Background: an optimization exercise with open tools, aiming at small area, a short achievable clock period and few clock cycles per item. Do not read the settings as production practice.
The RTL was checked by simulation tests, not by an equivalence proof against the original design.

the baseline:
==> flow/design.v (excerpt) <==
module ntt_forward_butterfly_stage (
    input  wire        clk,
    input  wire        rst,
    input  wire        cmd_valid,
    input  wire [31:0] cmd_word,
    output wire        cmd_ready,
    output wire        busy,
    output wire        rsp_valid,
    output wire [15:0] rsp_data
);
Settings: LEC_CHECK=0, CAP_MARGIN=20, CORE_MARGIN=2, CORE_UTILIZATION=40, SLEW_MARGIN=20; clock period 60.0 ns.
run.sh (not shown) runs the stock make flow with config.mk's settings and CLKGATE_MAP_FILE= SYNTH_SCRIPT=/design/flow/synth_recipe.tcl, a recipe that flattens the netlist after the stock synthesis.
Testbench counts of the baseline, summed over its fixed seeds: cycles 22,088, items 192.
#### Input delta (the candidate over the baseline)
--- a/flow/design.v
+++ b/flow/design.v
@@ -199,13 +199,15 @@
             a_q    <= 2'd0;
             b_q    <= 2'd0;
             stg_q  <= 2'd0;
             last_q <= 2'd0;
             cnt_q  <= 3'd0;
             rnd_q  <= 3'd0;
-        end else if (!run_q) begin
+        end else if (!run_q || drn_q) begin
+            run_q <= 1'b0;
+            drn_q <= 1'b0;
             if (accept && c_ok && c_multi) begin
                 run_q  <= 1'b1;
                 op_q   <= c_op;
                 d_q    <= c_d;
                 a_q    <= c_a;
                 b_q    <= cmd_word[23:22];
@@ -216,15 +218,12 @@
                     last_q <= c_idx[1:0];
                 end else begin
                     stg_q  <= 2'd0;
                     last_q <= L - 1;
                 end
             end
-        end else if (drn_q) begin
-            run_q <= 1'b0;
-            drn_q <= 1'b0;
         end else begin
             if (last_iss)
                 drn_q <= 1'b1;
             if (last_cnt) begin
                 cnt_q <= 3'd0;
                 if (is_bfly) stg_q <= stg_q + 2'd1;
@@ -295,16 +294,27 @@
         end
     end
     wire [4:0] ae_p = {bank_p, ie_p};
     wire [4:0] ae_r = {bank_r, ie_r};
     wire [4:0] ao_p = {bank_p, io_p};
     wire [4:0] ao_r = {bank_r, io_r};
-    wire [DW-1:0] p0 = mem_e[ae_p*DW +: DW];
-    wire [DW-1:0] r0 = mem_e[ae_r*DW +: DW];
-    wire [DW-1:0] p1 = mem_o[ao_p*DW +: DW];
-    wire [DW-1:0] r1 = mem_o[ao_r*DW +: DW];
+    wire [NH-1:0] se_p = {{(NH-1){1'b0}}, 1'b1} << ae_p;
+    wire [NH-1:0] se_r = {{(NH-1){1'b0}}, 1'b1} << ae_r;
+    wire [NH-1:0] so_p = {{(NH-1){1'b0}}, 1'b1} << ao_p;
+    wire [NH-1:0] so_r = {{(NH-1){1'b0}}, 1'b1} << ao_r;
+    reg  [DW-1:0] p0, r0, p1, r1;
+    integer gk;
+    always @(*) begin
+        p0 = {DW{1'b0}}; r0 = {DW{1'b0}}; p1 = {DW{1'b0}}; r1 = {DW{1'b0}};
+        for (gk = 0; gk < NH; gk = gk + 1) begin
+            p0 = p0 | (mem_e[gk*DW +: DW] & {DW{se_p[gk]}});
+            r0 = r0 | (mem_e[gk*DW +: DW] & {DW{se_r[gk]}});
+            p1 = p1 | (mem_o[gk*DW +: DW] & {DW{so_p[gk]}});
+            r1 = r1 | (mem_o[gk*DW +: DW] & {DW{so_r[gk]}});
+        end
+    end
     wire [DW-1:0] tw_bf, tw_zp, tw_zq;
     twiddle_rom u_rom_bf (.tbl(is_fwd ? 2'd0 : 2'd3), .idx(bf_k),       .data(tw_bf));
     twiddle_rom u_rom_zp (.tbl(2'd2),                  .idx(r2),         .data(tw_zp));
     twiddle_rom u_rom_zq (.tbl(2'd2),                  .idx(r2 + 3'd1),  .data(tw_zq));
     wire [DW-1:0] rdt_data;
     twiddle_rom u_rom_host (.tbl(c_a), .idx(c_idx[2:0]), .data(rdt_data));
@@ -391,25 +401,35 @@
     always @(posedge clk) begin
         if (s2_sl[0])   tap_q <= t1;                    
         if (s2_sl[2])   taq_q <= t1;                    
         if (s2_sl13[0] || s2_sl13[1]) tb_q <= t0;       
         if (s2_sl[1]) begin tcp_q <= t0; tcq_q <= t1; end    
     end
-    wire host_ldc = !run_q && accept && c_ok && (c_op == OP_LDC);
-    wire [1:0] wbank = run_q ? s2_bank : c_d;
-    wire          ha0 = host_ldc && !c_idx[0];
-    wire          ha1 = host_ldc &&  c_idx[0];
-    wire [DW-1:0] wd_a0 = run_q ? oa0 : c_imm[DW-1:0];
-    wire [DW-1:0] wd_a1 = run_q ? oa1 : c_imm[DW-1:0];
+    wire host_ldc = accept && c_ok && (c_op == OP_LDC);
+    reg          ld_v;
+    reg [1:0]    ld_bank;
+    reg [3:0]    ld_idx;
+    reg [DW-1:0] ld_data;
+    always @(posedge clk) begin
+        ld_v    <= !rst && host_ldc;
+        ld_bank <= c_d;
+        ld_idx  <= c_idx[3:0];
+        ld_data <= c_imm[DW-1:0];
+    end
+    wire [1:0] wbank = ld_v ? ld_bank : s2_bank;
+    wire          ha0 = ld_v && !ld_idx[0];
+    wire          ha1 = ld_v &&  ld_idx[0];
+    wire [DW-1:0] wd_a0 = ld_v ? ld_data : oa0;
+    wire [DW-1:0] wd_a1 = ld_v ? ld_data : oa1;
     genvar gb, gi;
     generate
         for (gb = 0; gb < 4; gb = gb + 1) begin : g_bank
             for (gi = 0; gi < H; gi = gi + 1) begin : g_word
-                wire he_a = (s2_wa0 && s2_ia0 == gi) || (ha0 && c_idx[3:1] == gi);
+                wire he_a = (s2_wa0 && s2_ia0 == gi) || (ha0 && ld_idx[3:1] == gi);
                 wire he_b = s2_wb0 && s2_ib0 == gi;
-                wire ho_a = (s2_wa1 && s2_ia1 == gi) || (ha1 && c_idx[3:1] == gi);
+                wire ho_a = (s2_wa1 && s2_ia1 == gi) || (ha1 && ld_idx[3:1] == gi);
                 wire ho_b = s2_wb1 && s2_ib1 == gi;
                 always @(posedge clk) begin
                     if (wbank == gb && (he_a || he_b))
                         mem_e[(gb*H+gi)*DW +: DW] <= he_b ? ob0 : wd_a0;
                     if (wbank == gb && (ho_a || ho_b))
                         mem_o[(gb*H+gi)*DW +: DW] <= ho_b ? ob1 : wd_a1;
@@ -453,11 +473,11 @@
                         default: ;
                     endcase
                 end
             end
         end
     end
-    assign cmd_ready = !run_q && !rst;
-    assign busy      = run_q;
+    assign cmd_ready = (!run_q || drn_q) && !rst;
+    assign busy      = run_q && !drn_q;
     assign rsp_valid = rsp_v_q && !rst;
     assign rsp_data  = rsp_rd_q ? {{(16-DW){1'b0}}, rdc_data} : rsp_d_q;
 endmodule
### Flow results
- Higher final critical-path share of the clock period was reported by the baseline, not the candidate.
- Diff the baseline -> the candidate: summed area of non-filler cells in the final layout fell about 4%; post-layout instance count excluding filler cells fell 1318.
- Compare the baseline and the candidate | length of routed met3 wiring higher: the candidate
Testbench counts of the candidate, summed over its fixed seeds: cycles 21,320, items 192.


Another version of the RTL of ntt_forward_butterfly_stage (not shown whole).
Size in the first run: about 8200 cells after synthesis, about 990 flip-flops, about 54 I/O pins, roughly 71000 µm² of cells after synthesis.
Design ntt_forward_butterfly_stage, start of the top module:
module ntt_forward_butterfly_stage (
    input  wire        clk,
    input  wire        rst,
    input  wire        cmd_valid,
    input  wire [31:0] cmd_word,
    output wire        cmd_ready,
    output wire        busy,
    output wire        rsp_valid,
    output wire [15:0] rsp_data
);
clock: 60.0 ns
lec_check: 0
abc_area: 1
cap_margin: 20
core_margin: 2
core_utilization: 40
slew_margin: 20
Testbench counts at the start, summed over its fixed seeds: cycles 20,936, items 192.
==> next run, changes <==
--- a/flow/design.v
+++ b/flow/design.v
@@ -160,20 +160,17 @@
         case (c_op)
             OP_LDC, OP_RDC:   c_err_idx = (c_idx >= N);
             OP_RDT:           c_err_idx = (c_a == 2'd3) || (c_idx >= H);
             OP_FSTG, OP_ISTG: c_err_idx = (c_idx >= L);
             default:          c_err_idx = 1'b0;
         endcase
     end
     wire c_err_range = (c_op == OP_LDC) && (c_imm >= Q);
-    reg  rst_q;
-    always @(posedge clk) rst_q <= rst;
-    wire idle;
-    wire accept    = cmd_valid && idle && !rst;
+    wire accept    = cmd_valid && cmd_ready;
     wire fault_op  = c_err_op;
     wire fault_idx = !c_err_op && c_err_idx;
     wire fault_rng = !c_err_op && !c_err_idx && c_err_range;
     wire c_ok      = !c_err_op && !c_err_idx && !c_err_range;
     wire c_multi = (c_op >= OP_NTT) && (c_op <= OP_ISTG);
     reg        run_q, drn_q;
     reg [3:0]  op_q;
     reg [1:0]  d_q, a_q, b_q;
@@ -183,24 +180,26 @@
     wire is_fwd  = (op_q == OP_NTT)  || (op_q == OP_FSTG);
     wire is_inv  = (op_q == OP_INTT) || (op_q == OP_ISTG);
     wire is_bfly = is_fwd || is_inv;
     wire is_pwm  = (op_q == OP_PWM);
     wire is_ew   = (op_q >= OP_MADD) && (op_q <= OP_MHLV);
     wire is_msub = (op_q == OP_MSUB);
     wire is_mmul = (op_q == OP_MMUL);
     wire is_mhlv = (op_q == OP_MHLV);
-    assign idle = !run_q || drn_q || rst_q;
-    wire   iss  = !idle;
+    wire iss = run_q && !drn_q;
     wire pw_last  = (rnd_q == 3'd4) && (cnt_q == 3'd4);     
     wire last_cnt = is_bfly ? (cnt_q == 3'd3) : is_pwm ? (cnt_q == 3'd4) : (cnt_q == 3'd7);
     wire last_iss = is_bfly ? (cnt_q == 3'd3 && stg_q == last_q)
                   : is_pwm  ? pw_last : (cnt_q == 3'd7);
     always @(posedge clk) begin
-        if (idle) begin
+        if (rst) begin
+            run_q  <= 1'b0;
+            drn_q  <= 1'b0;
+        end else if (!run_q || drn_q) begin
             run_q <= 1'b0;
             drn_q <= 1'b0;
             if (accept && c_ok && c_multi) begin
                 run_q  <= 1'b1;
                 op_q   <= c_op;
                 d_q    <= c_d;
                 a_q    <= c_a;
                 b_q    <= cmd_word[23:22];
@@ -378,20 +377,21 @@
         s2_tb   <= is_pwm && (sl1 || (sl3 && !pw_lastr) || (sl4 && pw_first));
         s2_tc   <= is_pwm && sl2;
         s2_ucq  <= sl0 || sl3;
         s2_bank <= d_q;
         s2_ia0  <= wa0_i;
         s2_ib0  <= wb0_i;
         s2_ia1  <= wa1_i;
         s2_ib1  <= wb1_i;
-        s2_wa0  <= wa0_en;
-        s2_wb0  <= wb0_en;
-        s2_wa1  <= wa1_en;
-        s2_wb1  <= wb1_en;
+        if (rst) begin
+            s2_wa0 <= 1'b0; s2_wb0 <= 1'b0; s2_wa1 <= 1'b0; s2_wb1 <= 1'b0;
+        end else begin
+            s2_wa0 <= wa0_en; s2_wb0 <= wb0_en; s2_wa1 <= wa1_en; s2_wb1 <= wb1_en;
+        end
     end
     wire [DW-1:0] t0, t1, oa0, ob0, oa1, ob1;
     wire [DW-1:0] u1_0 = s2_pwm ? (s2_ucq ? tcq_q : tcp_q) : aux0_q;
     wire [DW-1:0] u1_1 = s2_pwm ? tb_q : aux1_q;
     ntt_inverse_butterfly_stage #(.Q(Q), .DW(DW)) u_l0s2 (
         .prod(pr0_q), .aux(aux0_q), .u1(u1_0), .m_pass(s2_pass), .m_fwd(s2_fwd),
         .t(t0), .oa(oa0), .ob(ob0));
     ntt_inverse_butterfly_stage #(.Q(Q), .DW(DW)) u_l1s2 (
@@ -437,18 +437,18 @@
         end
     endgenerate
     reg [2:0]  status_q;
     reg        rsp_v_q;
     reg [15:0] rsp_d_q;
     reg        rsp_rd_q;
     wire [DW-1:0] rdc_data = rda_q[5] ? p1 : p0;
     always @(posedge clk) begin
-        if (rst_q)
-            status_q <= accept ? {fault_rng, fault_idx, fault_op} : 3'd0;
+        if (rst)
+            status_q <= 3'd0;
         else if (accept) begin
             if (fault_op)  status_q[0] <= 1'b1;
             if (fault_idx) status_q[1] <= 1'b1;
             if (fault_rng) status_q[2] <= 1'b1;
         end
     end
     always @(posedge clk) begin
         begin
@@ -463,21 +463,21 @@
                             rsp_d_q  <= 16'hFFFF;
                         end
                         OP_RDT: begin
                             rsp_v_q <= 1'b1;
                             rsp_d_q <= c_err_idx ? 16'hFFFF : {{(16-DW){1'b0}}, rdt_data};
                         end
                         OP_RDS: begin
                             rsp_v_q <= 1'b1;
-                            rsp_d_q <= {13'd0, rst_q ? 3'd0 : status_q};
+                            rsp_d_q <= {13'd0, status_q};
                         end
                         default: ;
                     endcase
                 end
             end
         end
     end
-    assign cmd_ready = idle && !rst;
-    assign busy      = !idle;
+    assign cmd_ready = (!run_q || drn_q) && !rst;
+    assign busy      = run_q && !drn_q;
     assign rsp_valid = rsp_v_q && !rst;
     assign rsp_data  = rsp_rd_q ? {{(16-DW){1'b0}}, rdc_data} : rsp_d_q;
 endmodule
The new run completed with no timing, DRC or antenna violations.
Final cell count falls by 1.6%.
Clock-buffer cell count climbs by 1.
Area after synthesis is lower by 0.85%.
Core utilization barely changes.
Worst setup slack gets worse by 0.45 ns.
Non-clock buffer count grows by 22.
Routed wire length is lower by 2.2%.
Sequential cell count decreases by 1.
Synthesized cell count decreases by 1.7%.
Fmax falls by 1.7%.
Design area decreases by 1.0%.
Testbench counts after the change, summed over its fixed seeds: cycles 20,936, items 192.

-- re-timing with driven ports --
The results above use ideal ports. As a check the final layouts listed here were re-extracted and re-timed, cells and wires unchanged.
Step 1: set_driving_cell puts a clkbuf_16 on clk and a buf_2 on each other input, an assumption about the parent block.
Step 2 moves the port delays by t, midway between the first and last clock arrival at a register: inputs arrive t later, outputs are due t later. That takes back most of the time a late clock gives input paths.
Three values: ideal ports, drivers, drivers and shift; two values: the first two.
| run | t, ns | setup slack, ns | pins driven straight from the clock port |
|---|---|---|---|
| the baseline | 0.822 | 34.505 / 34.475 / 34.475 | 1 |
| the candidate | 0.836 | 34.623 / 34.600 / 34.600 | 1 |
| the first run of note 2 | 0.871 | 34.661 / 34.639 / 34.639 | 1 |
| the second run of note 2 | 0.863 | 34.215 / 34.189 / 34.189 | 1 |
After both steps every run listed still meets setup and hold. The setup slack of the baseline, which loses most, moves by -0.030 ns with the drivers and by -0.030 ns with both steps.
